What follows belongs to an exercise in optimizing a design on an open flow for small area, a short achievable clock period and few clock cycles; a production flow would make more cautious choices.
No functional check of the RTL was part of any run shown here.
Power figures rest on the tool's default switching activity, not on a simulated workload.

==> design.v <==
module sdio_spi_engine (
    input  wire        clk,
    input  wire        rst,             
    input  wire        op_valid,
    output wire        op_ready,
    input  wire [7:0]  op_sel,          
    input  wire [7:0]  op_index,
    input  wire [31:0] op_arg,
    input  wire [16:0] op_count,
    input  wire [9:0]  op_block_size,
    input  wire        op_mode,
    input  wire [1:0]  op_fn,
    input  wire [2:0]  op_width,
    output wire        res_valid,
    output wire [3:0]  res_code,
    output wire [7:0]  res_status,
    output wire [7:0]  res_stuff,
    output wire        ev_valid,
    output wire [2:0]  ev_kind,
    output reg  [7:0]  ev_tx,
    input  wire        ev_ready,
    input  wire [7:0]  ev_rx,
    input  wire        wd_valid,
    output wire        wd_ready,
    input  wire [7:0]  wd_data,
    output reg         rd_valid,
    output wire [7:0]  rd_data
);
    function [6:0] crc7_byte(input [6:0] acc, input [7:0] b);
        integer k;
        reg [6:0] r;
        reg fb;
        begin
            r = acc;
            for (k = 7; k >= 0; k = k - 1) begin
                fb = b[k] ^ r[6];
                r  = {r[5:0], 1'b0};
                if (fb) r = r ^ 7'h09;
            end
            crc7_byte = r;
        end
    endfunction
    function [15:0] crc16_byte(input [15:0] acc, input [7:0] b);
        integer k;
        reg [15:0] r;
        begin
            r = acc ^ {b, 8'h00};
            for (k = 0; k < 8; k = k + 1) begin
                if (r[15]) r = {r[14:0], 1'b0} ^ 16'h1021;
                else       r = {r[14:0], 1'b0};
            end
            crc16_byte = r;
        end
    endfunction
    localparam [5:0] S_CS1   = {3'd0, 3'd0},    
                     S_CS0   = {3'd0, 3'd1},    
                     S_CTX   = {3'd0, 3'd2},    
                     S_PTOK  = {3'd1, 3'd2},    
                     S_PDAT  = {3'd2, 3'd2},    
                     S_PCRC  = {3'd3, 3'd2},    
                     S_PSTOP = {3'd4, 3'd2},    
                     S_RDY   = {3'd0, 3'd3},    
                     S_RESP  = {3'd1, 3'd3},    
                     S_STUFF = {3'd2, 3'd3},    
                     S_GTOK  = {3'd3, 3'd3},    
                     S_GPAY  = {3'd4, 3'd3},    
                     S_GCRC  = {3'd5, 3'd3},    
                     S_DRT   = {3'd6, 3'd3},    
                     S_FIN   = {3'd7, 3'd3},    
                     S_CRIT1 = {3'd0, 3'd4},
                     S_CRIT0 = {3'd0, 3'd5},
                     S_IDLE  = {3'd0, 3'd6},
                     S_PWAIT = {3'd1, 3'd6},    
                     S_FAULT = {3'd0, 3'd7},    
                     S_DONE  = {3'd1, 3'd7};    
    localparam [2:0] R_SUCCESS       = 3'd0,
                     R_UNSPECIFIED   = 3'd1,
                     R_NOT_READY     = 3'd2,
                     R_INV_RESP      = 3'd3,
                     R_INV_RESP_DATA = 3'd4,
                     R_INV_CRC       = 3'd5,
                     R_TIMEOUT       = 3'd6;
    localparam [1:0] T_CMD = 2'd0, T_SET = 2'd1, T_GET = 2'd2, T_PUT = 2'd3;
    reg [5:0]  state;
    reg [1:0]  optype;
    reg [2:0]  idx;        
    reg [1:0]  step;       
    reg [2:0]  res;
    reg [9:0]  cnt;        
    reg [15:0] crc;        
    reg [31:0] u;
    wire acc = ev_valid & ev_ready;
    wire rx_ff = (ev_rx == 8'hFF);
    wire cnt1  = (cnt == 10'd1);
    wire [16:0] rem = u[16:0];
    wire rem1 = (rem == 17'd1);
    wire rem0 = (rem == 17'd0);
    function [16:0] dec17(input [16:0] a);
        integer i;
        begin
            dec17[0] = ~a[0];
            for (i = 1; i < 17; i = i + 1)
                dec17[i] = a[i] ^ ((a & ((17'd1 << i) - 17'd1)) == 17'd0);
        end
    endfunction
    function [9:0] dec10(input [9:0] a);
        integer i;
        begin
            dec10[0] = ~a[0];
            for (i = 1; i < 10; i = i + 1)
                dec10[i] = a[i] ^ ((a & ((10'd1 << i) - 10'd1)) == 10'd0);
        end
    endfunction
    wire [16:0] rem_dec = dec17(rem);
    wire [9:0]  cnt_dec = dec10(cnt);
    wire is63 = idx[1];
    wire is53 = idx[0] & ~idx[1];
    assign ev_valid = ~(state[2] & state[1]);
    assign ev_kind  = state[2:0];
    assign op_ready = (state == S_IDLE);
    assign res_valid = (state[2:0] == 3'd7);
    assign res_code  = state[3] ? {1'b0, res} : 4'd8;
    assign res_status = u[15:8];
    assign res_stuff  = ev_tx;     
    assign rd_data   = ev_tx;      
    assign wd_ready  = (state == S_PWAIT) |
                       (((state == S_PTOK) | ((state == S_PDAT) & ~cnt1)) & ev_ready);
    wire [5:0] ix = op_index[5:0];
    wire idx_ok   = (op_index[7:6] == 2'b00) &&
                    ((ix == 6'd0) || (ix[5:1] == 5'b11010) || (ix == 6'd63));
    wire bs_ok    = op_block_size[9] == (op_block_size[8:0] == 9'd0);
    wire width_ok = (op_width == 3'd1) || (op_width == 3'd2) || (op_width == 3'd4);
    wire fn_ok    = op_fn[1] ^ op_fn[0];
    wire cnt_nz   = (op_count != 17'd0);
    wire cnt_le512 = (op_count[16:10] == 7'd0) && (!op_count[9] || op_count[8:0] == 9'd0);
    wire put_ok   = cnt_nz && (op_mode ? bs_ok : cnt_le512);
    wire [7:0] fb0 = {2'b01, idx[2], idx[2], idx[1], idx[2], idx[1], idx[0]};
    wire is_set = (optype == T_SET);
    wire [1:0] aw_fn   = u[3:2];
    wire [1:0] aw_code = u[1:0];
    wire [7:0] fb1 = is_set ? {1'b1, aw_fn, 5'b00010} : u[31:24];
    wire [7:0] fb2 = is_set ? 8'h00 : u[23:16];
    wire [7:0] fb3 = is_set ? {5'b00000, step, 1'b0} : u[15:8];
    wire [7:0] fb4 = is_set ? ((step == 2'd0) ? u[23:16] :
                               (step == 2'd1) ? u[31:24] : {6'd0, aw_code}) : u[7:0];
    wire [6:0] crc7_nx = crc7_byte(crc[6:0], ev_tx);
    wire [7:0] fb5 = is63 ? 8'hFF : {crc7_nx, 1'b1};
    wire [15:0] crc16_nx = crc16_byte(crc, ev_tx);
    wire [2:0] drt_res = (ev_tx == 8'hEB || ev_tx == 8'hED) ? R_INV_RESP :
                         (ev_tx == 8'hFF) ? R_TIMEOUT : R_UNSPECIFIED;
    wire take = wd_valid & wd_ready;
    always @(posedge clk) begin
        if (state == S_CS1 || state == S_RDY)
            ev_tx <= (optype == T_PUT) ? (u[27] ? 8'hFC : 8'hFE) : fb0;
        else if (ev_kind == 3'd3 && ev_ready)
            ev_tx <= ev_rx;
        else if (take)
            ev_tx <= wd_data;
        else if (ev_ready) begin
            case (state)
                S_CTX:
                    case (cnt[2:0])
                        3'd6:    ev_tx <= fb1;
                        3'd5:    ev_tx <= fb2;
                        3'd4:    ev_tx <= fb3;
                        3'd3:    ev_tx <= fb4;
                        default: ev_tx <= fb5;
                    endcase
                S_PDAT:  ev_tx <= crc16_nx[15:8];
                S_PCRC:  ev_tx <= crc[7:0];
                S_CRIT0: ev_tx <= 8'hFD;
                default: ;
            endcase
        end
    end
    always @(posedge clk) begin
        rd_valid <= ~rst & (state == S_GPAY) & ev_ready;
        if (rst) begin
            state <= S_IDLE;
        end else begin
            case (state)
            S_IDLE: begin
                if (op_valid) begin
                    res  <= R_SUCCESS;
                    step <= 2'd0;
                    u    <= op_arg;
                    case (op_sel)
                        8'h10: begin
                            optype <= T_CMD;
                            idx    <= {op_index[4], op_index[3], op_index[0]};
                            state  <= idx_ok ? S_CS1 : S_FAULT;
                        end
                        8'h30: begin
                            optype <= T_SET;
                            idx    <= 3'b100;
                            u[3:0] <= {op_fn, op_width[2], op_width[1]};
                            state  <= (width_ok && fn_ok) ? S_CS1 : S_FAULT;
                        end
                        8'h20: begin
                            optype    <= T_GET;
                            u[16:0]   <= op_count;
                            u[26:17]  <= op_block_size;
                            state     <= bs_ok ? S_CS1 : S_FAULT;
                        end
                        8'h21: begin
                            optype    <= T_PUT;
                            u[16:0]   <= op_count;
                            u[26:17]  <= op_block_size;
                            u[27]     <= op_mode && (op_count[16:1] != 16'd0);
                            u[28]     <= op_mode;
                            state     <= put_ok ? S_CS1 : S_FAULT;
                        end
                        default: state <= S_FAULT;
                    endcase
                end
            end
            S_FAULT, S_DONE: state <= S_IDLE;
            S_CS1: if (ev_ready) begin
                cnt <= 10'd200;
                if (optype == T_GET) begin
                    state <= rem0 ? S_CS0 : S_GTOK;
                end else if (optype == T_CMD && is63) begin
                    cnt   <= 10'd6;
                    state <= S_CTX;
                end else begin
                    state <= S_RDY;
                end
            end
            S_RDY: begin
                crc <= 16'h0000;                if (ev_ready) begin
                    if (rx_ff) begin
                        cnt   <= 10'd6;
                        state <= (optype == T_PUT) ? S_PTOK : S_CTX;
                    end else if (cnt1) begin
                        res   <= R_NOT_READY;
                        cnt   <= 10'd255;
                        state <= (optype == T_PUT) ? S_FIN : S_CS0;
                    end else begin
                        cnt <= cnt_dec;
                    end
                end
            end
            S_CTX: if (ev_ready) begin
                crc[6:0] <= crc7_nx;
                cnt      <= cnt_dec;
                if (cnt1) begin
                    cnt   <= 10'd200;
                    state <= S_RESP;
                end
            end
            S_RESP: if (ev_ready) begin
                u[15:8] <= ev_rx;
                res     <= (ev_rx != 8'h00) ? R_INV_RESP : R_SUCCESS;
                cnt     <= cnt_dec;
                if (!rx_ff || cnt1) state <= S_STUFF;
            end
            S_STUFF: if (ev_ready) begin
                if (res == R_SUCCESS && is53 && ev_rx != 8'h00)
                    res <= R_INV_RESP_DATA;
                state <= S_CS0;
            end
            S_CS0: if (ev_ready) begin
                if (is_set && step != 2'd2 && res == R_SUCCESS) begin
                    step  <= step + 2'd1;
                    state <= S_CS1;
                end else begin
                    state <= S_DONE;
                end
            end
            S_GTOK: begin
                crc <= 16'hFE00;
                if (ev_ready) begin
                    cnt <= cnt_dec;
                    if (ev_rx == 8'hFE) begin
                        cnt   <= u[26:17];
                        state <= S_GPAY;
                    end else if (cnt1) begin
                        res   <= R_TIMEOUT;
                        state <= S_CS0;
                    end
                end
            end
            S_GPAY: if (ev_ready) begin
                crc     <= crc16_nx;
                u[16:0] <= rem_dec;
                cnt     <= cnt_dec;
                if (cnt1 || rem1) begin
                    cnt   <= 10'd2;
                    state <= S_GCRC;
                end
            end
            S_GCRC: if (ev_ready) begin
                crc   <= crc16_nx;
                cnt   <= cnt_dec;
                if (cnt1) begin
                    if ({ev_tx, ev_rx} != crc) begin
                        res   <= R_INV_CRC;
                        state <= S_CS0;
                    end else if (rem0) begin
                        state <= S_CS0;
                    end else begin
                        cnt   <= 10'd200;
                        state <= S_GTOK;
                    end
                end
            end
            S_PTOK: if (ev_ready) begin
                cnt <= u[28] ? u[26:17] : u[9:0];
                state <= wd_valid ? S_PDAT : S_PWAIT;
            end
            S_PWAIT: if (wd_valid) state <= S_PDAT;
            S_PDAT: if (ev_ready) begin
                cnt <= cnt_dec;
                crc <= crc16_nx;
                if (cnt1) begin
                    cnt   <= 10'd2;
                    state <= S_PCRC;
                end else if (!wd_valid) begin
                    state <= S_PWAIT;
                end
            end
            S_PCRC: if (ev_ready) begin
                cnt   <= cnt_dec;
                if (cnt1) state <= S_CRIT1;
            end
            S_CRIT1: if (ev_ready) begin
                cnt   <= 10'd4;
                state <= S_DRT;
            end
            S_DRT: if (ev_ready) begin
                cnt   <= cnt_dec;
                if (!rx_ff || cnt1) state <= S_CRIT0;
            end
            S_CRIT0: if (ev_ready) begin
                cnt <= 10'd255;
                if (ev_tx != 8'hE5) begin
                    res   <= drt_res;
                    state <= S_FIN;
                end else if (!u[28] || rem1) begin
                    state <= u[27] ? S_PSTOP : S_FIN;
                end else begin
                    u[16:0] <= rem_dec;
                    cnt     <= 10'd200;
                    state   <= S_RDY;
                end
            end
            S_PSTOP: if (ev_ready) begin
                cnt   <= 10'd255;
                state <= S_FIN;
            end
            S_FIN: if (ev_ready) begin
                cnt <= cnt_dec;
                if (rx_ff || cnt1) state <= S_CS0;
            end
            default: state <= S_IDLE;
            endcase
        end
    end
endmodule
==> flow/run.sh <==
#!/bin/bash
# Layout flow: the standard ORFS flow, with the port buffers that
# buffer_ports inserts made from plain sky130_fd_sc_hd__buf_1 cells
# instead of the delay-buffer cell it picks by default. The make output
# of every step goes to standard.log; ORFS keeps each tool's own log
# under orfs/logs/.
set -euo pipefail
export BUFFER_PORTS_ARGS="-buffer_cell sky130_fd_sc_hd__buf_1"
bash standard.sh finish > standard.log 2>&1
==> standard.sh <==
#!/bin/bash
# synth_recipe.tcl (not shown) runs the flow's synth.tcl, then flattens the netlist and writes it again
# the make line also repeats each setting of config.mk as NAME=value (left out here)
make -C /OpenROAD-flow-scripts/flow DESIGN_CONFIG=/design/flow/config.mk WORK_HOME=/design/flow/orfs CLKGATE_MAP_FILE= SYNTH_SCRIPT=/design/flow/synth_recipe.tcl "${@:-finish}"
==> config.mk <==
export PLATFORM = sky130hd
export DESIGN_NAME = sdio_spi_engine
export DESIGN_NICKNAME = sdio_spi_engine
export VERILOG_FILES = /design/flow/design.v
export SDC_FILE = /design/flow/constraint.sdc
export NUM_CORES = 4
export LEC_CHECK = 0
export CAP_MARGIN = 20
export CORE_MARGIN = 2
export CORE_UTILIZATION = 40
export SETUP_SLACK_MARGIN = 2.3
export SLEW_MARGIN = 20
==> constraint.sdc <==
create_clock -name core_clock -period 5.0 [get_ports {clk}]
set_input_delay 1.0000 -clock core_clock [delete_from_list [all_inputs] [get_ports {clk}]]
set_output_delay 1.0000 -clock core_clock [all_outputs]
set_load 0.01 [all_outputs]
==> impl_metrics.tcl, run 1 <==
set metrics [dict create \
    switching_share_pct 43.40 \
    overflow 0 \
    root_buffer "clkbuf_16" \
    rsz0062_at_grt "yes" \
    worst_r2r_startpoint "u[4]" \
    setup_tns_ns 0 \
    vias 7643 \
    first_pass_iters 6 \
    powerDensity_nw_per_um2 398.8 \
    cpPeakStageDelay_ns 0.59 \
    fin_area_um2 8987 \
    hold_path.class "reg2reg" \
    yosysWarnings 1 \
    htreeDepth 3 \
    wl_mm 26.38 \
    drive_gt1_share_pct 18.63 \
    crit_top_cell "or4_4" \
    placed_cell_area_um2 7715 \
    p_seq_share_pct 30.8 \
    gp_congestion 1.006 \
    core_area_um2 17360 \
    synth.net_count 990 \
    synth_seq_area_share_pct 33.91 \
    holdPathStages 1 \
    cts_num_sinks 83 \
    critPathArrivalTime_ns 3.25 \
    startpoint_type "flop" \
    holdPathEnd "step[0]" \
    tritoncts "built" \
    critPathBufInv 1 \
    yosysTopAreaCell "edfxtp_1" \
    drv_cap 0 \
    critPathKind "reg2reg" \
    cts_hold_buf 0 \
    power.leakage_nw 3.216 \
    avgSynthCellArea_um2 8.201 \
    viasPerCell 6.114 \
    synth_edf_count 76 \
    ir_worst_vdd_mv 0.2144 \
    first_iter_violations 707 \
    diodes 0 \
    initial_utilization_pct 41.15 \
    hp-start "step[0]" \
    yosys-top-cells-area "edfxtp_1, nand2_1, xnor2_1" \
    critPathMaxFanout 4 \
    clk_latency_ns 0.36 \
    die_x_um 137.6 \
    yosysUniqueCellTypes 73 \
    synthesis.instances 871 \
    pre_cts_slack_ns 1.367 \
    p_int_w 0.002029 \
    finalPower_w 0.003584 \
    clkTransAtPathRegs_ns 0.07 \
    rows 48 \
    cts_made_buffers 9 \
    dieHeight_um 137.6 \
    ff2ff_path_depth 8 \
    p_switching_w 0.001556 \
    crit_required_ns 5.29 \
    fin_nets 1139 \
    outcome "timing/DRC/antenna clean" \
    grt_max_degree 33 \
    yosysMostFrequentCell "nand2_1" \
    fin_skew_ns 0.01078 \
    port_buffers 145 \
    grt_pass1_wl_mm 39.64 \
    layout_min_cycle_time_ns 2.958 \
    clkPwrFrac_pct 18.6 \
    critPathCaptureType "flop" \
    drc 0 \
    fin_crit_sh_pct 59.16 \
    regToRegSetupSlack_ns 2.04 \
    synth-seq-cells 83 \
    final_antenna_net_count 0 \
    setup_violations 0 \
    die_area_um2 18940 \
    synth_area_um2 7143 \
    r2r_end "state[1]" \
    async_flop_share_pct 0 \
    yosys.area.top_type_share_pct 31.95 \
    grt.total_usage_pct 27.75 \
    pwr-share-comb_pct 50.5 \
    clk_path_buf_depth 2 \
    fin_ws_ns 2.042 \
    area_growth_syn_to_layout_pct 25.82 \
    cp_slowest_cell "or4_4" \
    wl_per_cell_um 21.10 \
    synth_flop_cell "edfxtp_1" \
    drv_slew 0 \
    hpwl_mm 19.38 \
    crit_chain "or4_4 > or4_4 > and2_4 > or4_4 > o21ai_4 > buf_6 > a21o_1 > o32a_1" \
    cp_top_family "simple AND/OR/NAND/NOR gates" \
    grt_pass1_vias 7021 \
    finalHoldViolCount 0 \
    relSlewSlack_pct 30.63 \
    antenna_found_initial 0 \
    fillers 1646 \
    pin_count 146 \
    synth_common_cells "nand2_1, edfxtp_1, nor2_1, a21oi_1, o21ai_0" \
    worst_slew_pin_slew_ns 1.037 \
    timing.fmax_mhz 338.1 \
]
==> kinds of logic (layout without fill, tap and decap cells) <==
logic type                 Yosys count  after routing  synth area share [%]
xor gates and xnor gates            72             72                 8.828
buffers and inverters               98            251                 6.568
AOI/OAI and AO/OA                  244            244                 22.63
and+or+nand+nor                    352            353                 24.37
adders and majority gates           17             17                 2.978
muxes                                5              5                0.7182
DFF                                 83             83                 33.91
==> flip-flops by register name, indices dropped and copies added, names as in the netlist <==
| signal | count |
|---|---|
| idx | 3 |
| cnt | 10 |
| state | 6 |
| ev_tx | 8 |
| step | 2 |
| res | 3 |
| rd_valid | 1 |
| crc | 16 |
| optype | 2 |
| u | 32 |
==> worst max path at each step <==
| stage | from | end | slack, ns | cells after the start |
|---|---|---|---|---|
| final | u[4] | state[1] | 2.04 | 8 |
| after global routing | u[4] | state[1] | 1.99 | 8 |
| after CTS | state[1] | wd_ready | 2.05 | 6 |
| after detailed placement | state[0] | crc[9] | 1.37 | 6 |
| after global placement | state[0] | crc[15] | 1.54 | 6 |
| after floorplan | op_index[0] | state[1] | 1.98 | 7 |
==> cell type report <==
cell class                 count  area (um2)  area share, %
multi-input combinational    691        4796          53.36
sequential                    83        2435          27.09
timing repair buffer         210        1091          12.14
tap                          225       281.5          3.132
clock buffer                   9       225.2          2.506
inverter                      25       93.84          1.044
clock inverter                 7       65.06         0.7239
==> worst reg2reg max path, stage by stage (launching register included) <==
cell	delay, ns
edfxtp_1	0.41
or4_4	0.56
or4_4	0.59
and2_4	0.19
or4_4	0.50
o21ai_4	0.19
buf_6	0.13
a21o_1	0.16
o32a_1	0.16
==> metrics by stage <==
step / instances / utilization [%] / hold WS [ns]
floorplan: 871 / - / 0.5586
global placement: 1177 / 44.45 / 0.6159
detailed placement: 1177 / 44.45 / 0.6312
CTS: 1222 / 48.93 / 0.6316
global route: 1250 / 51.78 / 0.6518
finish: 1250 / 51.78 / 0.6452
==> layout by cell type (no fill, tap or decap), types with 10 or more instances in the layout <==
cell	n
nand4_1	12
nand2b_1	10
xnor2_1	46
a22oi_1	12
a31oi_1	10
buf_1	134
a21oi_1	50
xor2_1	18
nor2_1	63
and2_1	15
buf_4	57
edfxtp_1	76
nand3_1	19
nor3_1	17
ha_1	13
nand2_1	121
o21ai_0	51
inv_1	22
==> per-layer routing <==
layer	GRT usage (%)	vias to the layer above	wire length (um)
li1	-	3513	-
met2	44.14	537	11900
met4	10.82	0	1037
met5	0	-	0
met1	36.56	3504	10670
met3	6.328	89	2781
==> power groups by stage <==
stage | Sequential [W] | Combinational (W) | Clock (W)
floorplan | 0.00105 | 0.00109 | 0
finish | 0.00111 | 0.00181 | 0.000668
detailed placement | 0.00114 | 0.00142 | 0
global route | 0.00112 | 0.00195 | 0.000699
CTS | 0.00110 | 0.00163 | 0.000676
global placement | 0.00113 | 0.00142 | 0
==> timing repair <==
item / 4_1_cts / 5_1_grt
endpoints found under the setup margin: 103 / 90
pin swaps: 15 / 32
gates cloned: 0 / 1
gates resized for setup: 72 / 70
endpoints found under the hold margin: 0 / 0
setup buffers: 29 / 27
==> run 2, diff against run 1 <==
--- a/config.mk
+++ b/config.mk
@@ -10,3 +10,3 @@
 export CORE_UTILIZATION = 40
-export SETUP_SLACK_MARGIN = 2.3
+export SETUP_SLACK_MARGIN = 2.6
 export SLEW_MARGIN = 20
==> impl_metrics.tcl, run 2 <==
set metrics [dict create \
    area_growth_syn_to_layout_pct 36.24 \
    crit_required_ns 4.00 \
    final_cell_mix "buf_1, nand2_1, buf_4" \
    die_area_um2 18940 \
    wl_per_cell_um 21.59 \
    clkTransAtPathRegs_ns 0.07 \
    yosysMostFrequentCell "nand2_1" \
    layout_min_cycle_time_ns 2.933 \
    grt_pass1_wl_mm 40.19 \
    powerDensity_nw_per_um2 396.7 \
    reg.largest.list "u: 32 flops, crc: 16 flops, cnt: 10 flops" \
    synth_flop_cell "edfxtp_1" \
    fillers 1558 \
    cts_made_buffers 9 \
    final_cell_count_no_fill 1293 \
    yosysTopAreaCell "edfxtp_1" \
    largest_reg_flops 32 \
    fin_skew_ns 0.009511 \
    tritoncts "built" \
    critPathMaxFanout 2 \
    synthesis.instances 871 \
    antenna_found_initial 0 \
    outcome "timing/DRC/antenna clean" \
    critPathKind "reg2out" \
    yosys.area.top_type_share_pct 31.95 \
    setup_violations 0 \
    synth_seq_area_share_pct 33.91 \
    dieHeight_um 137.6 \
    cts_hold_buf 0 \
    rows 48 \
    cts_num_sinks 83 \
    critPathCaptureType "output pin" \
    drc 0 \
    r2r_end "state[1]" \
    yosysUniqueCellTypes 73 \
    clk_latency_ns 0.37 \
    initial_utilization_pct 41.15 \
    htreeDepth 3 \
    relSlewSlack_pct 55.35 \
    overflow 0 \
    clk_path_buf_depth 2 \
    hold_path.class "reg2reg" \
    rsz0062_at_grt "yes" \
    synth_common_cells "nand2_1, edfxtp_1, nor2_1, a21oi_1, o21ai_0" \
    synth_edf_count 76 \
    power.leakage_nw 3.528 \
    switching_share_pct 43.10 \
    critPathArrivalTime_ns 1.93 \
    vias 7985 \
    gp_congestion 0.9605 \
    regToRegSetupSlack_ns 2.08 \
    pwr-share-comb_pct 54.1 \
    port_buffers 145 \
    final_common_cell "buf_1" \
    grt_max_degree 33 \
    drv_slew 0 \
    fin_nets 1182 \
    core_area_um2 17360 \
    yosys-top-cells-area "edfxtp_1, nand2_1, xnor2_1" \
    final_antenna_net_count 0 \
    worst_slew_pin_slew_ns 0.6528 \
    dp_cells 1180 \
    p_int_w 0.002197 \
    diodes 0 \
    synth.net_count 990 \
    synth_area_um2 7143 \
    crit_start "cnt[1]" \
    first_iter_violations 1036 \
    ff2ff_path_depth 7 \
    die_x_um 137.6 \
    root_buffer "clkbuf_16" \
    timing.fmax_mhz 340.9 \
    first_pass_iters 8 \
    drv_cap 0 \
    pre_cts_slack_ns 1.589 \
    finalHoldViolCount 0 \
    fin_ws_ns 2.067 \
    grt.total_usage_pct 28.31 \
    setup_tns_ns 0 \
    yosysWarnings 1 \
    clkPwrFrac_pct 17.3 \
    whs_ns 0.5052 \
    avgSynthCellArea_um2 8.201 \
    p_switching_w 0.001664 \
    drive_gt1_share_pct 26.12 \
    critPathCapture "wd_ready" \
    pin_count 146 \
    finalPower_w 0.003861 \
    wl_mm 27.92 \
    worst_r2r_startpoint "u[6]" \
    startpoint_type "flop" \
    grt_pass1_vias 6951 \
    hpwl_mm 19.42 \
    fin_crit_sh_pct 58.67 \
    p_seq_share_pct 28.6 \
    viasPerCell 6.176 \
    async_flop_share_pct 0 \
    top_register "u" \
    synth-seq-cells 83 \
    ir_worst_vdd_mv 0.2384 \
]
## run 2: cell counts after synthesis
Identical to the previous run, type by type.
## run 2: power groups by stage
stage | registers (W) | clock network (W) | logic, W
final | 0.00110 | 0.000669 | 0.00209
after global routing | 0.00111 | 0.000697 | 0.00222
after CTS | 0.00109 | 0.000663 | 0.00169
after detailed placement | 0.00113 | 0 | 0.00146
after global placement | 0.00113 | 0 | 0.00147
after floorplan | 0.00105 | 0 | 0.00113
## run 2: timing repair
action / 4_1_cts / 5_1_grt
endpoints found under the setup margin: 126 / 80
pin swaps: 26 / 45
endpoints found under the hold margin: 0 / 0
buffers inserted: 47 / 46
gates resized for setup: 80 / 115
cloned: 1 / 3
## run 2: critical path: stages, from the launching register on
cell	delay [ns]
edfxtp_1	0.44
inv_2	0.14
ha_4	0.14
nor3b_4	0.21
nand4_1	0.22
a21oi_2	0.21
o21ai_2	0.08
buf_1	0.14
## run 2: how the worst min path moves through the flow
stage,start,endpoint,slack (ns),cells past startpoint
2_1_floorplan,idx[0],ev_tx[0],0.55,2
3_3_place_gp,state[5],state[5],0.52,1
3_5_place_dp,state[5],state[5],0.52,1
4_1_cts,state[5],state[5],0.52,1
5_1_grt,state[5],state[5],0.52,1
6_report,state[5],state[5],0.51,1
## run 2: cell families after synthesis
| group | synth area share [%] |
|---|---|
| adders and majority gates | 2.978 |
| muxes | 0.7182 |
| xor gates and xnor gates | 8.828 |
| and+or+nand+nor | 24.37 |
| buffers and inverters | 6.568 |
| DFF | 33.91 |
| AOI/OAI and AO/OA | 22.63 |
## run 2: metal layers
layer	up-vias	share of wire (%)	global-route usage, %
met1	3740	40	38.73
met5	-	0	0
met3	93	11	6.475
met2	551	45	43.34
li1	3601	-	-
met4	0	4.4	10.94
## run 2: per-stage QoR
step	util (%)	area, um2
finish	56.07	9732
global route	56.07	9732
CTS	51.16	8880
detailed placement	45.59	7913
global placement	45.59	7913
floorplan	-	7393
## run 2: final cells by class
type | count | area, um2 | share of cell area, %
clock buffers | 9 | 225.2 | 2.314
inverters | 25 | 100.1 | 1.029
well taps | 225 | 281.5 | 2.893
repair buffers | 251 | 1514 | 15.56
multi-input cells | 693 | 5116 | 52.57
clock inverters | 7 | 57.56 | 0.5914
flip-flops and latches | 83 | 2437 | 25.05
==> run 3, diff against run 2 <==
--- a/design.v
+++ b/design.v
@@ -95,4 +95,3 @@
     wire [16:0] rem = u[16:0];
-    wire rem1 = (rem == 17'd1);
-    wire rem0 = (rem == 17'd0);
+    reg  rem1, rem0;
     function [16:0] dec17(input [16:0] a);
@@ -186,2 +185,4 @@
                     u    <= op_arg;
+                    rem1 <= (op_count == 17'd1);
+                    rem0 <= (op_count == 17'd0);
                     case (op_sel)
@@ -285,2 +286,4 @@
                 u[16:0] <= rem_dec;
+                rem1    <= (rem == 17'd2);
+                rem0    <= rem1;
                 cnt     <= cnt_dec;
@@ -342,2 +345,4 @@
                     u[16:0] <= rem_dec;
+                    rem1    <= (rem == 17'd2);
+                    rem0    <= rem1;
                     cnt     <= 10'd200;
--- a/config.mk
+++ b/config.mk
@@ -10,3 +10,3 @@
 export CORE_UTILIZATION = 40
-export SETUP_SLACK_MARGIN = 2.6
+export SETUP_SLACK_MARGIN = 2.3
 export SLEW_MARGIN = 20
==> impl_metrics.tcl, run 3 <==
set metrics [dict create \
    hold_path.class "reg2reg" \
    timing.fmax_mhz 356.0 \
    die_area_um2 19540 \
    dp_cells 1203 \
    critPathKind "in2reg" \
    outcome "timing/DRC/antenna clean" \
    grt_pass1_vias 7507 \
    fillers 1734 \
    hpwl_mm 20.36 \
    grt.total_usage_pct 28.34 \
    fin_area_um2 9366 \
    finalHoldViolCount 0 \
    drv_slew 0 \
    crit_required_ns 5.11 \
    first_pass_iters 6 \
    final_antenna_net_count 0 \
    tritoncts "built" \
    vias 7996 \
    synth_xor_xnor_area_share_pct 8.909 \
    setup_tns_ns 0 \
    core_area_um2 18020 \
    area_growth_syn_to_layout_pct 27.03 \
    synth-seq-cells 85 \
    wl_mm 28.74 \
    synth_top_family_by_area "simple AND/OR/NAND/NOR gates" \
    initial_utilization_pct 40.91 \
    critPathArrivalTime_ns 2.92 \
    ir_worst_vdd_mv 0.3148 \
    root_buffer "clkbuf_16" \
    drive_gt1_share_pct 18.11 \
    synth_seq_area_share_pct 33.67 \
    rsz0062_at_grt "yes" \
    power.leakage_nw 3.391 \
    dieHeight_um 139.8 \
    htreeDepth 3 \
    pin_count 146 \
    synth_flop_cell "edfxtp_1" \
    wl_per_cell_um 22.28 \
    fin_skew_ns 0.01585 \
    async_flop_share_pct 0 \
    utilization_pct 51.96 \
    cts_made_buffers 9 \
    rows 49 \
    yosysUniqueCellTypes 80 \
    synth_edf_count 78 \
    yosys.area.top_type_share_pct 31.77 \
    first_iter_violations 841 \
    synth-compound-area-share_pct 22.77 \
    yosysMostFrequentCell "nand2_1" \
    worst_slew_pin_slew_ns 0.9747 \
    critPathCaptureType "flop" \
    multiInputGateArea_um2 4785 \
    avgSynthCellArea_um2 8.229 \
    reg.largest.list "u: 32 flops, crc: 16 flops, cnt: 10 flops" \
    clk_path_buf_depth 2 \
    drv_cap 0 \
    placed_cell_area_um2 7878 \
    clkTransAtPathRegs_ns 0.08 \
    synth_area_um2 7373 \
    relSlewSlack_pct 35.02 \
    top_register "u" \
    viasPerCell 6.198 \
    yosysWarnings 1 \
    critPathMaxFanout 4 \
    synthSimpleGateAreaFrac_pct 23.35 \
    antenna_found_initial 1 \
    yosysTopAreaCell "edfxtp_1" \
    final_cell_mix "buf_1, nand2_1, edfxtp_1" \
    grt_pass1_wl_mm 43.27 \
    powerDensity_nw_per_um2 455.7 \
    final_common_cell "buf_1" \
    synthesis.instances 896 \
    final_cell_count_no_fill 1290 \
    whs_ns 0.6188 \
    die_x_um 139.8 \
    clk_latency_ns 0.36 \
    yosys-top-cells-area "edfxtp_1, xnor2_1, nand2_1" \
    cts_num_sinks 85 \
    layout_min_cycle_time_ns 2.809 \
    port_buffers 145 \
    drc 0 \
    overflow 0 \
    synthMuxAreaShare_pct 1.391 \
    synth_common_cells "nand2_1, nor2_1, edfxtp_1, xnor2_1, o21ai_0" \
    largest_reg_flops 32 \
    fin_nets 1173 \
    fin_crit_sh_pct 56.19 \
    synth.net_count 1014 \
    grt_max_degree 19 \
    regArea_um2 2505 \
    synth_fa_ha_area_share_pct 2.715 \
    setup_violations 0 \
    gp_congestion 0.9826 \
    startpoint_type "input pin" \
]
## run 3: worst paths after layout
| check | from | end | slack (ns) | cells after the start |
|---|---|---|---|---|
| max reg2reg | ev_tx[6] | cnt[5] | 2.36 | 7 |
| min | u[17] | cnt[0] | 0.62 | 2 |
| max | op_sel[6] | u[28] | 2.19 | 9 |
| min reg2reg | u[17] | cnt[0] | 0.62 | 2 |
## run 3: critical path, cell delays in order
cell and delay, ns:
buf_1 0.07, or4_4 0.54, or4b_4 0.55, buf_12 0.16
clkinv_8 0.04, buf_4 0.10, buf_8 0.10, nand2_4 0.06
mux2_4 0.30
## run 3: cells by family after synthesis
kind of cell,Yosys count
AO/OA/AOI/OAI,250
multiplexers,10
adder cells (fa/ha/maj),16
buffers and inverters,106
AND/OR/NAND/NOR,354
flip-flops,85
XOR/XNOR,75
## run 3: metrics by stage
step | total power [W] | worst slack (ns)
after floorplan | 0.002532 | 1.999
after detailed placement | 0.003028 | 1.192
after CTS | 0.004050 | 2.135
after global routing | 0.004466 | 2.141
final | 0.004268 | 2.191
after global placement | 0.003032 | 1.154
## run 3: area by class of cell
class                           count  share of cell area, %
Multi-Input combinational cell    705                  51.08
Inverter                           31                  1.403
Clock buffer                        9                  2.404
Timing Repair Buffer              222                  14.07
Clock inverter                      7                  1.042
Tap cell                          229                  3.059
Timing Repair inverter              1                 0.1737
Antenna cell                        1                0.02672
Sequential cell                    85                  26.74
## run 3: timing repair
action	in CTS	in global routing
gates cloned	4	1
pin swaps	11	14
gates resized for setup	88	54
hold buffers	0	0
setup buffers	40	25
setup endpoints to repair	107	89
## run 3: layer usage
| metal | vias up | wire length, um | global-route usage [%] |
|---|---|---|---|
| met5 | - | 0 | 0 |
| met4 | 0 | 1042 | 10.16 |
| met3 | 77 | 2790 | 6.366 |
| met2 | 528 | 13300 | 45.60 |
| met1 | 3766 | 11600 | 37.52 |
| li1 | 3625 | - | - |
## run 3: power by group
part | internal [W] | switching (W) | total, W
Clock | 0.000441 | 0.000309 | 0.000750
Sequential | 0.00104 | 0.000274 | 0.00131
Combinational | 0.000928 | 0.00128 | 0.00221
Total | 0.00241 | 0.00186 | 0.00427
==> run 4, diff against run 3 <==
--- a/design.v
+++ b/design.v
@@ -73,4 +73,3 @@
                      S_PWAIT = {3'd1, 3'd6},    
-                     S_FAULT = {3'd0, 3'd7},    
-                     S_DONE  = {3'd1, 3'd7};    
+                     S_DONE  = {3'd0, 3'd7};    
     localparam [2:0] R_SUCCESS       = 3'd0,
@@ -116,7 +115,8 @@
     wire is53 = idx[0] & ~idx[1];
-    assign ev_valid = ~(state[2] & state[1]);
+    reg fault;
+    assign ev_valid = ~(state[2] & state[1]) & ~fault;
     assign ev_kind  = state[2:0];
     assign op_ready = (state == S_IDLE);
-    assign res_valid = (state[2:0] == 3'd7);
-    assign res_code  = state[3] ? {1'b0, res} : 4'd8;
+    assign res_valid = (state == S_DONE);
+    assign res_code  = {fault, res};
     assign res_status = u[15:8];
@@ -135,2 +135,8 @@
     wire put_ok   = cnt_nz && (op_mode ? bs_ok : cnt_le512);
+    wire sel_data = op_sel[5] & ~op_sel[4];             
+    wire sel_hi0  = (op_sel[7:6] == 2'b00) && (op_sel[3:1] == 3'b000);
+    wire op_ok    = sel_hi0 && (
+                    (op_sel[5:4] == 2'b01 && !op_sel[0] && idx_ok) ||
+                    (op_sel[5:4] == 2'b11 && !op_sel[0] && width_ok && fn_ok) ||
+                    (op_sel[5:4] == 2'b10 && (op_sel[0] ? put_ok : bs_ok)));
     wire [7:0] fb0 = {2'b01, idx[2], idx[2], idx[1], idx[2], idx[1], idx[0]};
@@ -187,34 +193,25 @@
                     rem0 <= (op_count == 17'd0);
-                    case (op_sel)
-                        8'h10: begin
-                            optype <= T_CMD;
-                            idx    <= {op_index[4], op_index[3], op_index[0]};
-                            state  <= idx_ok ? S_CS1 : S_FAULT;
-                        end
-                        8'h30: begin
-                            optype <= T_SET;
+                    state <= S_CS1;
+                    fault <= !op_ok;
+                    if (sel_data) begin
+                        optype   <= {1'b1, op_sel[0]};
+                        u[16:0]  <= op_count;
+                        u[26:17] <= op_block_size;
+                        u[27]    <= op_mode && (op_count[16:1] != 16'd0);
+                        u[28]    <= op_mode;
+                    end else begin
+                        optype <= {1'b0, op_sel[5]};
+                        if (op_sel[5]) begin
                             idx    <= 3'b100;
                             u[3:0] <= {op_fn, op_width[2], op_width[1]};
-                            state  <= (width_ok && fn_ok) ? S_CS1 : S_FAULT;
-                        end
-                        8'h20: begin
-                            optype    <= T_GET;
-                            u[16:0]   <= op_count;
-                            u[26:17]  <= op_block_size;
-                            state     <= bs_ok ? S_CS1 : S_FAULT;
-                        end
-                        8'h21: begin
-                            optype    <= T_PUT;
-                            u[16:0]   <= op_count;
-                            u[26:17]  <= op_block_size;
-                            u[27]     <= op_mode && (op_count[16:1] != 16'd0);
-                            u[28]     <= op_mode;
-                            state     <= put_ok ? S_CS1 : S_FAULT;
+                        end else begin
+                            idx    <= {op_index[4], op_index[3], op_index[0]};
                         end
-                        default: state <= S_FAULT;
-                    endcase
+                    end
                 end
             end
-            S_FAULT, S_DONE: state <= S_IDLE;
-            S_CS1: if (ev_ready) begin
+            S_DONE: state <= S_IDLE;
+            S_CS1: if (fault) begin
+                state <= S_DONE;
+            end else if (ev_ready) begin
                 cnt <= 10'd200;
==> impl_metrics.tcl, run 4 <==
set metrics [dict create \
    outcome "timing/DRC/antenna clean" \
    hp-start "state[0]" \
    overflow 0 \
    root_buffer "clkbuf_16" \
    worst_slew_pin_slew_ns 1.052 \
    pin_count 146 \
    grt.total_usage_pct 27.95 \
    fin_skew_ns 0.007072 \
    yosys.area.top_type_share_pct 30.67 \
    vias 8064 \
    drc 0 \
    dieHeight_um 143.1 \
    grt_pass1_wl_mm 43.57 \
    holdPathEnd "state[0]" \
    placed_cell_area_um2 8235 \
    clk_path_buf_depth 2 \
    grt_max_degree 35 \
    cpPeakStageDelay_ns 0.25 \
    synth_flop_cell "edfxtp_1" \
    cts_made_buffers 9 \
    startpoint_type "input pin" \
    rsz0062_at_grt "yes" \
    worst_r2r_startpoint "state[0]" \
    die_area_um2 20470 \
    power.leakage_nw 3.237 \
    diodes 0 \
    crit_chain "buf_1 > buf_6 > clkinvlp_4 > o31ai_4 > buf_2" \
    grt_busiest_layer "met2" \
    synthesis.instances 915 \
    critPathCaptureType "output pin" \
    path_depth 5 \
    fin_crit_sh_pct 55.99 \
    wl_mm 28.95 \
    use_met1_pct 38.26 \
    final_cell_mix "buf_1, nand2_1, edfxtp_1" \
    synth_seq_area_share_pct 32.48 \
    critPathArrivalTime_ns 1.80 \
    largest_reg_flops 32 \
    async_flop_share_pct 0 \
    yosysWarnings 1 \
    antenna_found_initial 0 \
    holdPathStages 2 \
    synth_common_cells "nand2_1, edfxtp_1, nor2_1, o21ai_0, a21oi_1" \
    fin_area_um2 9179 \
    setup_tns_ns 0 \
    htreeDepth 3 \
    setup_violations 0 \
    critPathMaxFanout 5 \
    timing.fmax_mhz 357.2 \
    cp_slowest_cell "o31ai_4" \
    ir_worst_vdd_mv 0.1792 \
    utilization_pct 48.74 \
    avgSynthCellArea_um2 8.453 \
    hold_path.class "reg2reg" \
    clk_latency_ns 0.36 \
    drive_gt1_share_pct 13.78 \
    gp_congestion 0.9749 \
    area_growth_syn_to_layout_pct 18.67 \
    critPathBufInv 4 \
    yosysUniqueCellTypes 87 \
    top_register "u" \
    first_pass_iters 8 \
    use_met3_pct 6.036 \
    cts_num_sinks 86 \
    hpwl_mm 21.53 \
    reg.largest.list "u: 32 flops, crc: 16 flops, cnt: 10 flops" \
    synth-seq-cells 86 \
    port_buffers 145 \
    cp_top_family "buffers and inverters" \
    clkTransAtPathRegs_ns 0.07 \
    powerDensity_nw_per_um2 490.6 \
    initial_utilization_pct 41.08 \
    fillers 1845 \
    synth.net_count 1033 \
    finalHoldViolCount 0 \
    viasPerCell 6.179 \
    tritoncts "built" \
    wl_per_cell_um 22.18 \
    yosys-top-cells-area "edfxtp_1, nand2_1, xnor2_1" \
    critPathKind "in2out" \
    yosysTopAreaCell "edfxtp_1" \
    r2r_end "state[0]" \
    ff2ff_path_depth 8 \
    final_antenna_net_count 0 \
    crit_required_ns 4.00 \
    synth_area_um2 7735 \
    first_iter_violations 1092 \
    yosysMostFrequentCell "nand2_1" \
    drv_cap 0 \
    relSlewSlack_pct 29.84 \
    grtUsageMet2_pct 43.94 \
    core_area_um2 18830 \
    rows 50 \
    layout_min_cycle_time_ns 2.799 \
    drv_slew 0 \
    synth_edf_count 79 \
    regToRegSetupSlack_ns 2.36 \
    fin_nets 1158 \
    grt_pass1_vias 7470 \
    final_common_cell "buf_1" \
    die_x_um 143.1 \
]
## run 4: cell count changes in the layout (fill, tap and decap cells not counted), moves of 9 or more
| cell | delta |
|---|---|
| buf_4 | -21 |
| nor2_1 | -18 |
| nand2_1 | +16 |
| o21ai_0 | +13 |
| xnor2_1 | -12 |
| inv_1 | -9 |
## run 4: report_power, final
group	switching (W)	internal [W]	total [W]
registers	0.000264	0.00104	0.00130
clock network	0.000303	0.000391	0.000694
logic	0.00145	0.00106	0.00251
## run 4: final cells by class
type	count	area (um2)	area share, %
clock inverter	6	70.07	0.7634
multi-input combinational	723	4867	53.03
clock buffer	10	229.0	2.495
sequential	86	2527	27.54
inverter	23	92.59	1.009
tap	260	325.3	3.544
timing repair buffer	197	1067	11.63
## run 4: how the worst max path moves through the flow
stage / from / to
final: ev_ready / wd_ready
after global routing: ev_ready / wd_ready
after detailed placement: state[3] / u[4]
after CTS: ev_ready / wd_ready
after global placement: ev_ready / wd_ready
after floorplan: ev_rx[0] / cnt[5]
## run 4: routing by layer
metal / share of wire (%) / up-vias
met5: 0 / -
met4: 2.7 / 0
met3: 11 / 71
met2: 45 / 562
met1: 42 / 3774
li1: - / 3657
## run 4: what timing repair did
action,4_1_cts,5_1_grt
setup buffers,17,20
gates cloned,2,1
setup endpoints to repair,97,60
hold buffers,0,0
gates resized for setup,55,24
hold endpoints to repair,0,0
pin swaps,5,9
## run 4: per-stage QoR
step | setup WS [ns] | total power [W] | hold WS, ns | cells
3_5_place_dp | 1.741 | 0.003417 | 0.6439 | 1249
6_report | 2.201 | 0.004503 | 0.6532 | 1305
5_1_grt | 2.202 | 0.004717 | 0.6715 | 1305
2_1_floorplan | 2.303 | 0.002890 | 0.5675 | 915
4_1_cts | 2.141 | 0.004309 | 0.6531 | 1284
3_3_place_gp | 1.791 | 0.003424 | 0.6312 | 1249
## run 4: cell families after synthesis
kind of cell	share of synthesized area [%]
AND/OR/NAND/NOR	24.17
multiplexers	1.844
flip-flops	32.48
adder cells (fa/ha/maj)	2.588
AO/OA/AOI/OAI	22.40
XOR/XNOR	9.334
buffers and inverters	7.182
## run 4: worst register-to-register path, cell delays in order, from the launching register on
cell       delay (ns)
dfxtp_2          0.42
buf_6            0.25
xor2_1           0.37
a32oi_1          0.15
a2111oi_1        0.72
a221oi_2         0.13
buf_4            0.19
a31oi_1          0.19
a211oi_2         0.06
==> run 5, diff against run 4 <==
--- a/design.v
+++ b/design.v
@@ -92,3 +92,7 @@
     wire rx_ff = (ev_rx == 8'hFF);
-    wire cnt1  = (cnt == 10'd1);
+    wire c_last199 = cnt[7] & cnt[6] & cnt[2] & cnt[1] & cnt[0];    
+    wire c_last254 = &cnt[7:1];                                        
+    wire c_last3   = cnt[1] & cnt[0];                                  
+    wire c_last5   = cnt[2] & cnt[0];                                  
+    wire c_last1   = cnt[0];                                           
     wire [16:0] rem = u[16:0];
@@ -103,8 +107,8 @@
     endfunction
-    function [9:0] dec10(input [9:0] a);
+    function [9:0] inc10(input [9:0] a);
         integer i;
         begin
-            dec10[0] = ~a[0];
+            inc10[0] = ~a[0];
             for (i = 1; i < 10; i = i + 1)
-                dec10[i] = a[i] ^ ((a & ((10'd1 << i) - 10'd1)) == 10'd0);
+                inc10[i] = a[i] ^ ((a | ~((10'd1 << i) - 10'd1)) == 10'h3FF);
         end
@@ -112,3 +116,4 @@
     wire [16:0] rem_dec = dec17(rem);
-    wire [9:0]  cnt_dec = dec10(cnt);
+    wire [9:0]  cnt_inc = inc10(cnt);
+    wire blk_last = (cnt_inc == u[26:17]);     
     wire is63 = idx[1];
@@ -125,3 +130,3 @@
     assign wd_ready  = (state == S_PWAIT) |
-                       (((state == S_PTOK) | ((state == S_PDAT) & ~cnt1)) & ev_ready);
+                       (((state == S_PTOK) | ((state == S_PDAT) & ~blk_last)) & ev_ready);
     wire [5:0] ix = op_index[5:0];
@@ -167,5 +172,5 @@
                     case (cnt[2:0])
-                        3'd6:    ev_tx <= fb1;
-                        3'd5:    ev_tx <= fb2;
-                        3'd4:    ev_tx <= fb3;
+                        3'd0:    ev_tx <= fb1;
+                        3'd1:    ev_tx <= fb2;
+                        3'd2:    ev_tx <= fb3;
                         3'd3:    ev_tx <= fb4;
@@ -198,3 +203,3 @@
                         u[16:0]  <= op_count;
-                        u[26:17] <= op_block_size;
+                        u[26:17] <= (op_sel[0] && !op_mode) ? op_count[9:0] : op_block_size;
                         u[27]    <= op_mode && (op_count[16:1] != 16'd0);
@@ -216,3 +221,3 @@
             end else if (ev_ready) begin
-                cnt <= 10'd200;
+                cnt <= 10'd0;
                 if (optype == T_GET) begin
@@ -220,3 +225,3 @@
                 end else if (optype == T_CMD && is63) begin
-                    cnt   <= 10'd6;
+                    cnt   <= 10'd0;
                     state <= S_CTX;
@@ -229,10 +234,10 @@
                     if (rx_ff) begin
-                        cnt   <= 10'd6;
+                        cnt   <= 10'd0;
                         state <= (optype == T_PUT) ? S_PTOK : S_CTX;
-                    end else if (cnt1) begin
+                    end else if (c_last199) begin
                         res   <= R_NOT_READY;
-                        cnt   <= 10'd255;
+                        cnt   <= 10'd0;
                         state <= (optype == T_PUT) ? S_FIN : S_CS0;
                     end else begin
-                        cnt <= cnt_dec;
+                        cnt <= cnt_inc;
                     end
@@ -242,5 +247,5 @@
                 crc[6:0] <= crc7_nx;
-                cnt      <= cnt_dec;
-                if (cnt1) begin
-                    cnt   <= 10'd200;
+                cnt      <= cnt_inc;
+                if (c_last5) begin
+                    cnt   <= 10'd0;
                     state <= S_RESP;
@@ -251,4 +256,4 @@
                 res     <= (ev_rx != 8'h00) ? R_INV_RESP : R_SUCCESS;
-                cnt     <= cnt_dec;
-                if (!rx_ff || cnt1) state <= S_STUFF;
+                cnt     <= cnt_inc;
+                if (!rx_ff || c_last199) state <= S_STUFF;
             end
@@ -270,7 +275,7 @@
                 if (ev_ready) begin
-                    cnt <= cnt_dec;
+                    cnt <= cnt_inc;
                     if (ev_rx == 8'hFE) begin
-                        cnt   <= u[26:17];
+                        cnt   <= 10'd0;
                         state <= S_GPAY;
-                    end else if (cnt1) begin
+                    end else if (c_last199) begin
                         res   <= R_TIMEOUT;
@@ -285,5 +290,5 @@
                 rem0    <= rem1;
-                cnt     <= cnt_dec;
-                if (cnt1 || rem1) begin
-                    cnt   <= 10'd2;
+                cnt     <= cnt_inc;
+                if (blk_last || rem1) begin
+                    cnt   <= 10'd0;
                     state <= S_GCRC;
@@ -293,4 +298,4 @@
                 crc   <= crc16_nx;
-                cnt   <= cnt_dec;
-                if (cnt1) begin
+                cnt   <= cnt_inc;
+                if (c_last1) begin
                     if ({ev_tx, ev_rx} != crc) begin
@@ -301,3 +306,3 @@
                     end else begin
-                        cnt   <= 10'd200;
+                        cnt   <= 10'd0;
                         state <= S_GTOK;
@@ -307,3 +312,3 @@
             S_PTOK: if (ev_ready) begin
-                cnt <= u[28] ? u[26:17] : u[9:0];
+                cnt <= 10'd0;
                 state <= wd_valid ? S_PDAT : S_PWAIT;
@@ -312,6 +317,6 @@
             S_PDAT: if (ev_ready) begin
-                cnt <= cnt_dec;
+                cnt <= cnt_inc;
                 crc <= crc16_nx;
-                if (cnt1) begin
-                    cnt   <= 10'd2;
+                if (blk_last) begin
+                    cnt   <= 10'd0;
                     state <= S_PCRC;
@@ -322,7 +327,7 @@
             S_PCRC: if (ev_ready) begin
-                cnt   <= cnt_dec;
-                if (cnt1) state <= S_CRIT1;
+                cnt   <= cnt_inc;
+                if (c_last1) state <= S_CRIT1;
             end
             S_CRIT1: if (ev_ready) begin
-                cnt   <= 10'd4;
+                cnt   <= 10'd0;
                 state <= S_DRT;
@@ -330,7 +335,7 @@
             S_DRT: if (ev_ready) begin
-                cnt   <= cnt_dec;
-                if (!rx_ff || cnt1) state <= S_CRIT0;
+                cnt   <= cnt_inc;
+                if (!rx_ff || c_last3) state <= S_CRIT0;
             end
             S_CRIT0: if (ev_ready) begin
-                cnt <= 10'd255;
+                cnt <= 10'd0;
                 if (ev_tx != 8'hE5) begin
@@ -344,3 +349,3 @@
                     rem0    <= rem1;
-                    cnt     <= 10'd200;
+                    cnt     <= 10'd0;
                     state   <= S_RDY;
@@ -349,3 +354,3 @@
             S_PSTOP: if (ev_ready) begin
-                cnt   <= 10'd255;
+                cnt   <= 10'd0;
                 state <= S_FIN;
@@ -353,4 +358,4 @@
             S_FIN: if (ev_ready) begin
-                cnt <= cnt_dec;
-                if (rx_ff || cnt1) state <= S_CS0;
+                cnt <= cnt_inc;
+                if (rx_ff || c_last254) state <= S_CS0;
             end
==> impl_metrics.tcl, run 5 <==
set metrics [dict create \
    synth_flop_cell "edfxtp_1" \
    tritoncts "built" \
    fin_nets 1148 \
    worst_slew_pin_slew_ns 0.7800 \
    synth_seq_area_share_pct 33.14 \
    rows 50 \
    holdPathStages 2 \
    crit_required_ns 4.00 \
    finalHoldViolCount 0 \
    relSlewSlack_pct 47.72 \
    pin_count 146 \
    final_antenna_net_count 0 \
    critPathMaxFanout 4 \
    core_area_um2 18640 \
    drv_slew 0 \
    critPathKind "reg2out" \
    yosysUniqueCellTypes 83 \
    synth.net_count 1010 \
    reg.largest.list "u: 32 flops, crc: 16 flops, cnt: 10 flops" \
    multiInputGateArea_um2 4897 \
    final_cell_mix "buf_1, nand2_1, edfxtp_1" \
    viasPerCell 6.204 \
    synth-seq-cells 86 \
    hpwl_mm 20.68 \
    hp-start "state[5]" \
    yosysWarnings 1 \
    yosysTopAreaCell "edfxtp_1" \
    clk_path_buf_depth 2 \
    vias 7873 \
    cts_num_sinks 86 \
    synth_xor_xnor_area_share_pct 10.79 \
    synth_top_family_by_area "simple AND/OR/NAND/NOR gates" \
    largest_reg_flops 32 \
    grt_pass1_vias 7155 \
    cts_hold_buf 0 \
    cp_slowest_cell "edfxtp_1" \
    grt_pass1_wl_mm 41.97 \
    yosys.area.top_type_share_pct 31.29 \
    drv_cap 0 \
    synthesis.instances 892 \
    htreeDepth 3 \
    yosys-top-cells-area "edfxtp_1, xnor2_1, nand2_1" \
    layout_min_cycle_time_ns 3.858 \
    startpoint_type "flop" \
    diodes 0 \
    synth-compound-area-share_pct 20.02 \
    p_seq_share_pct 26.0 \
    dp_cells 1205 \
    setup_violations 0 \
    async_flop_share_pct 0 \
    crit_chain "ha_4 > and3_4 > and4_4 > and2_4 > ha_4 > xnor3_1 > and3_1 > nand4_1 > nor3_4 > nor3_2 > a31oi_1 > nor2_1 > buf_2" \
    ff2ff_path_depth 14 \
    clkPwrFrac_pct 13.4 \
    power.leakage_nw 3.238 \
    p_int_w 0.002740 \
    hold_path.class "reg2reg" \
    synth_common_cells "nand2_1, edfxtp_1, nor2_1, o21ai_0, xnor2_1" \
    final_common_cell "buf_1" \
    clkTransAtPathRegs_ns 0.07 \
    wl_mm 28.86 \
    timing.fmax_mhz 259.2 \
    regArea_um2 2529 \
    regToRegSetupSlack_ns 1.58 \
    crit_top_cell "ha_4" \
    worst_r2r_startpoint "cnt[1]" \
    holdPathEnd "state[5]" \
    synth_area_um2 7581 \
    pwr-share-comb_pct 60.6 \
    synth_edf_count 79 \
    grt_max_degree 33 \
    initial_utilization_pct 40.66 \
    drive_gt1_share_pct 14.98 \
    drc 0 \
    synthSimpleGateAreaFrac_pct 23.06 \
    port_buffers 145 \
    wl_per_cell_um 22.74 \
    avgSynthCellArea_um2 8.499 \
    fillers 1831 \
    clk_latency_ns 0.36 \
    r2r_end "ev_tx[4]" \
    outcome "timing/DRC/antenna clean" \
    grt.total_usage_pct 27.57 \
    p_switching_w 0.002304 \
    gp_congestion 0.9947 \
    die_x_um 141.7 \
    synth_fa_ha_area_share_pct 2.641 \
    top_register "u" \
    die_area_um2 20070 \
    powerDensity_nw_per_um2 542.4 \
    dieHeight_um 141.7 \
    ir_worst_vdd_mv 0.1881 \
    first_iter_violations 1095 \
    root_buffer "clkbuf_16" \
    overflow 0 \
    antenna_found_initial 0 \
    switching_share_pct 45.68 \
    yosysMostFrequentCell "nand2_1" \
    critPathCaptureType "output pin" \
    rsz0062_at_grt "yes" \
    fin_crit_sh_pct 77.15 \
    setup_tns_ns 0 \
    first_pass_iters 6 \
    cts_made_buffers 9 \
    final_cell_count_no_fill 1269 \
    critPathArrivalTime_ns 2.86 \
    synthMuxAreaShare_pct 2.905 \
    cpPeakStageDelay_ns 0.43 \
    fin_skew_ns 0.01640 \
    area_growth_syn_to_layout_pct 22.69 \
]
[run 5: changes by cell type in the layout (fill, tap and decap cells not counted), moves of 5 or more]
cell,delta
nand2_1,-32
buf_6,+14
mux2i_1,+10
nor2_1,+10
nor3_1,+10
xor2_1,+10
o221ai_1,-9
xnor2_1,+9
o21ai_0,-8
a22oi_1,-7
a221o_1,+6
buf_1,+6
nor3_2,+5
o31ai_1,+5
[run 5: area by class of cell]
cell class / instances / area share, %
clock inverters: 4 / 0.5112
repair buffers: 209 / 12.87
flip-flops and latches: 86 / 27.19
inverters: 26 / 1.090
multi-input cells: 698 / 52.65
well taps: 234 / 3.148
clock buffers: 12 / 2.542
[run 5: metrics by stage]
step | power (W) | setup slack, ns | area, um2 | hold WS [ns] | utilization (%)
floorplan | 0.003128 | 1.742 | 7664 | 0.5432 | -
global placement | 0.003733 | 1.376 | 8155 | 0.6147 | 43.75
detailed placement | 0.003710 | 1.280 | 8155 | 0.6118 | 43.75
CTS | 0.004562 | 1.214 | 8803 | 0.5908 | 47.22
global route | 0.005303 | 1.051 | 9301 | 0.5293 | 49.89
finish | 0.005045 | 1.142 | 9301 | 0.5198 | 49.89
[run 5: worst max path at each step]
stage,start,end,cells after the start
after floorplan,cnt[0],wd_ready,12
after global placement,cnt[0],wd_ready,13
after detailed placement,state[3],u[15],7
after CTS,cnt[1],wd_ready,13
after global routing,cnt[1],wd_ready,13
final,cnt[1],wd_ready,13
[run 5: power by group through the flow]
stage	Sequential (W)	Clock [W]	Combinational (W)
2_1_floorplan	0.00121	0	0.00191
3_3_place_gp	0.00132	0	0.00242
3_5_place_dp	0.00132	0	0.00239
4_1_cts	0.00130	0.000682	0.00258
5_1_grt	0.00133	0.000705	0.00327
6_report	0.00131	0.000676	0.00306
[run 5: metal layers]
layer	global-route usage, %	vias to the layer above	part of all wire [%]
met3	5.332	92	9.6
li1	-	3558	-
met5	0	-	0
met4	10.11	0	3.5
met1	38.20	3728	42
met2	42.95	495	45
[run 5: kinds of logic (layout without fill, tap and decap cells)]
| kind of cell | count (synthesis) | count (layout) |
|---|---|---|
| and+or+nand+nor | 346 | 346 |
| AOI/OAI and AO/OA | 226 | 227 |
| buffers and inverters | 109 | 251 |
| xor gates and xnor gates | 87 | 87 |
| DFF | 86 | 86 |
| muxes | 22 | 22 |
| adders and majority gates | 16 | 16 |
[run 5: critical path: cells and delay by family, from the launching register on]
| kind | cells | cell delay (ns) |
|---|---|---|
| AND/OR/NAND/NOR | 8 | 1.21 |
| XOR/XNOR | 1 | 0.19 |
| AO/OA/AOI/OAI | 1 | 0.17 |
| adder cells (fa/ha/maj) | 2 | 0.34 |
| flip-flops | 1 | 0.43 |
| buffers and inverters | 1 | 0.15 |
[run 5: timing repair]
| item | CTS | global route |
|---|---|---|
| setup endpoints to repair | 116 | 73 |
| gates cloned | 1 | 3 |
| setup buffers | 21 | 23 |
| pin swaps | 13 | 11 |
| resized for setup | 46 | 56 |
| endpoints found under the hold margin | 0 | 0 |
==> run 6, diff against run 5 <==
--- a/design.v
+++ b/design.v
@@ -117,3 +117,3 @@
     wire [9:0]  cnt_inc = inc10(cnt);
-    wire blk_last = (cnt_inc == u[26:17]);     
+    wire blk_last = (cnt == u[26:17]);         
     wire is63 = idx[1];
@@ -277,3 +277,3 @@
                     if (ev_rx == 8'hFE) begin
-                        cnt   <= 10'd0;
+                        cnt   <= 10'd1;
                         state <= S_GPAY;
@@ -312,3 +312,3 @@
             S_PTOK: if (ev_ready) begin
-                cnt <= 10'd0;
+                cnt <= 10'd1;
                 state <= wd_valid ? S_PDAT : S_PWAIT;
==> impl_metrics.tcl, run 6 <==
set metrics [dict create \
    drv_cap 0 \
    viasPerCell 6.055 \
    outcome "timing/DRC/antenna clean" \
    wl_mm 26.70 \
    layout_min_cycle_time_ns 2.879 \
    relSlewSlack_pct 51.60 \
    synth.net_count 993 \
    clk_path_buf_depth 2 \
    powerDensity_nw_per_um2 549.5 \
    die_area_um2 19950 \
    fillers 1799 \
    gp_congestion 0.9759 \
    synth_flop_cell "edfxtp_1" \
    grt_pass1_vias 6687 \
    die_x_um 141.3 \
    p_int_w 0.002740 \
    synth_xor_xnor_area_share_pct 10.49 \
    p_seq_share_pct 27.6 \
    first_pass_iters 9 \
    fin_crit_sh_pct 57.59 \
    synth_seq_area_share_pct 33.34 \
    grt.total_usage_pct 25.60 \
    wl_per_cell_um 21.47 \
    synthesis.instances 875 \
    drv_slew 0 \
    area_growth_syn_to_layout_pct 19.76 \
    first_iter_violations 969 \
    startpoint_type "flop" \
    synthMuxAreaShare_pct 3.121 \
    rows 50 \
    cp_slowest_cell "edfxtp_1" \
    top_register "u" \
    dieHeight_um 141.3 \
    timing.fmax_mhz 347.3 \
    hpwl_mm 19.46 \
    r2r_end "cnt[4]" \
    critPathKind "reg2out" \
    setup_tns_ns 0 \
    crit_chain "xor2_1 > nor4_2 > nand3_2 > a31o_2 > buf_2" \
    yosys.area.top_type_share_pct 31.48 \
    yosysMostFrequentCell "nand2_1" \
    crit_required_ns 4.00 \
    yosys-top-cells-area "edfxtp_1, xnor2_1, nand2_1" \
    worst_r2r_startpoint "ev_tx[7]" \
    setup_violations 0 \
    synthSimpleGateAreaFrac_pct 22.85 \
    overflow 0 \
    fin_skew_ns 0.01965 \
    final_cell_mix "buf_1, nand2_1, edfxtp_1" \
    antenna_found_initial 0 \
    pin_count 146 \
    final_antenna_net_count 0 \
    fin_nets 1123 \
    hold_path.class "reg2reg" \
    clkPwrFrac_pct 15.5 \
    root_buffer "clkbuf_16" \
    whs_ns 0.6618 \
    cpPeakStageDelay_ns 0.44 \
    yosysWarnings 1 \
    clk_latency_ns 0.37 \
    synth_area_um2 7536 \
    crit_start "cnt[0]" \
    grt_pass1_wl_mm 39.32 \
    final_common_cell "buf_1" \
    avgSynthCellArea_um2 8.613 \
    finalPower_w 0.004959 \
    yosysUniqueCellTypes 79 \
    regToRegSetupSlack_ns 2.34 \
    core_area_um2 18580 \
    switching_share_pct 44.74 \
    async_flop_share_pct 0 \
    pwr-share-comb_pct 56.9 \
    synth_fa_ha_area_share_pct 2.656 \
    rsz0062_at_grt "yes" \
    synth-seq-cells 86 \
    finalHoldViolCount 0 \
    synth_top_family_by_area "simple AND/OR/NAND/NOR gates" \
    drive_gt1_share_pct 15.25 \
    reg.largest.list "u: 32 flops, crc: 16 flops, cnt: 10 flops" \
    power.leakage_nw 3.196 \
    p_switching_w 0.002219 \
    cts_num_sinks 86 \
    dp_cells 1190 \
    htreeDepth 3 \
    ff2ff_path_depth 7 \
    vias 7533 \
    critPathCaptureType "output pin" \
    worst_slew_pin_slew_ns 0.7193 \
    critPathArrivalTime_ns 1.88 \
    drc 0 \
    synth-compound-area-share_pct 20.74 \
    ir_worst_vdd_mv 0.2333 \
    grt_max_degree 34 \
    synth_common_cells "nand2_1, edfxtp_1, nor2_1, o21ai_0, xnor2_1" \
    final_cell_count_no_fill 1244 \
    diodes 0 \
    cts_made_buffers 9 \
    yosysTopAreaCell "edfxtp_1" \
    clkTransAtPathRegs_ns 0.08 \
    cts_hold_buf 0 \
    largest_reg_flops 32 \
    port_buffers 145 \
    critPathMaxFanout 2 \
    tritoncts "built" \
    synth_edf_count 79 \
    initial_utilization_pct 40.56 \
    critPathCapture "wd_ready" \
]
[run 6: power groups by stage]
stage	Clock (W)	Sequential, W	Combinational [W]
3_3_place_gp	0	0.00141	0.00243
3_5_place_dp	0	0.00140	0.00239
6_report	0.000768	0.00137	0.00282
4_1_cts	0.000771	0.00138	0.00251
2_1_floorplan	0	0.00125	0.00195
5_1_grt	0.000801	0.00139	0.00302
[run 6: cells by family after synthesis]
logic type                 after synthesis
and+or+nand+nor                        333
AOI/OAI and AO/OA                      232
adders and majority gates               16
muxes                                   23
buffers and inverters                  102
xor gates and xnor gates                83
DFF                                     86
[run 6: worst min-delay path by stage]
stage                   from       end  depth (start not counted)
finish              state[2]  state[2]                          2
floorplan               rem1      rem0                          2
global placement      cnt[9]    cnt[9]                          2
global route         step[0]   step[0]                          1
detailed placement    cnt[9]    cnt[9]                          2
CTS                 state[3]  state[3]                          2
[run 6: final cells by class]
type / count / area, um2 / area share [%]
flip-flops and latches: 86 / 2527 / 28.00
clock inverters: 7 / 105.1 / 1.165
multi-input cells: 687 / 4755 / 52.68
clock buffers: 9 / 225.2 / 2.495
repair buffers: 198 / 1031 / 11.42
well taps: 234 / 292.8 / 3.244
inverters: 23 / 88.84 / 0.9843
[run 6: per-layer routing]
metal | share of wire (%) | global-route usage [%] | up-vias | routed length [um]
met4 | 4.3 | 9.895 | 0 | 1139
met3 | 8.1 | 4.185 | 93 | 2154
li1 | - | - | 3490 | -
met5 | 0 | 0 | - | 0
met2 | 47 | 41.36 | 442 | 12460
met1 | 41 | 34.53 | 3508 | 10950
[run 6: critical path, delay by kind of cell, from the launching register on]
kind,cells,cell delay (ns)
AND/OR/NAND/NOR,2,0.53
flip-flops,1,0.44
AO/OA/AOI/OAI,1,0.23
XOR/XNOR,1,0.17
buffers and inverters,1,0.14
[run 6: repair_timing]
item                       CTS  global route
gates resized for setup     33            62
setup endpoints to repair   98            60
pin swaps                    7            19
hold endpoints to repair     0             0
setup buffers               16            21
gates cloned                 0             1
[run 6: through the flow]
| step | worst slack [ns] | cell area (um2) | utilization (%) |
|---|---|---|---|
| 3_3_place_gp | 1.626 | 8059 | 43.37 |
| 5_1_grt | 2.083 | 9025 | 48.57 |
| 2_1_floorplan | 2.337 | 7536 | - |
| 4_1_cts | 2.134 | 8617 | 46.38 |
| 3_5_place_dp | 1.652 | 8059 | 43.37 |
| 6_report | 2.121 | 9025 | 48.57 |

static timing again, ports no longer ideal:
No port has a modelled driver above. Below, the same layouts with a new extraction and two added sets of constraints.
Step 1, drivers: a clkbuf_16 drives clk and a buf_2 each remaining input, both assumed.
Step 2 moves the port delays by t, midway between the first and last clock arrival at a register: inputs arrive t later, outputs are due t later. That takes back most of the time a late clock gives input paths.
Slacks: no drivers / after step 1 / after step 2; pairs: no drivers / after step 1.
run	t (ns)	setup slack, ns	pins driven straight from the clock port
run 1	0.396	2.042 / 2.042 / 1.740	1
run 2	0.409	2.067 / 2.020 / 1.673	1
run 3	0.402	2.191 / 2.204 / 1.811	1
run 4	0.399	2.201 / 2.177 / 2.012	1
run 5	0.395	1.142 / 1.098 / 1.479	1
run 6	0.392	2.121 / 2.086 / 1.909	1
After both steps every run listed still meets setup and hold. For run 2, which loses most, drivers alone change the setup slack by -0.047 ns; drivers and shift together by -0.394 ns.
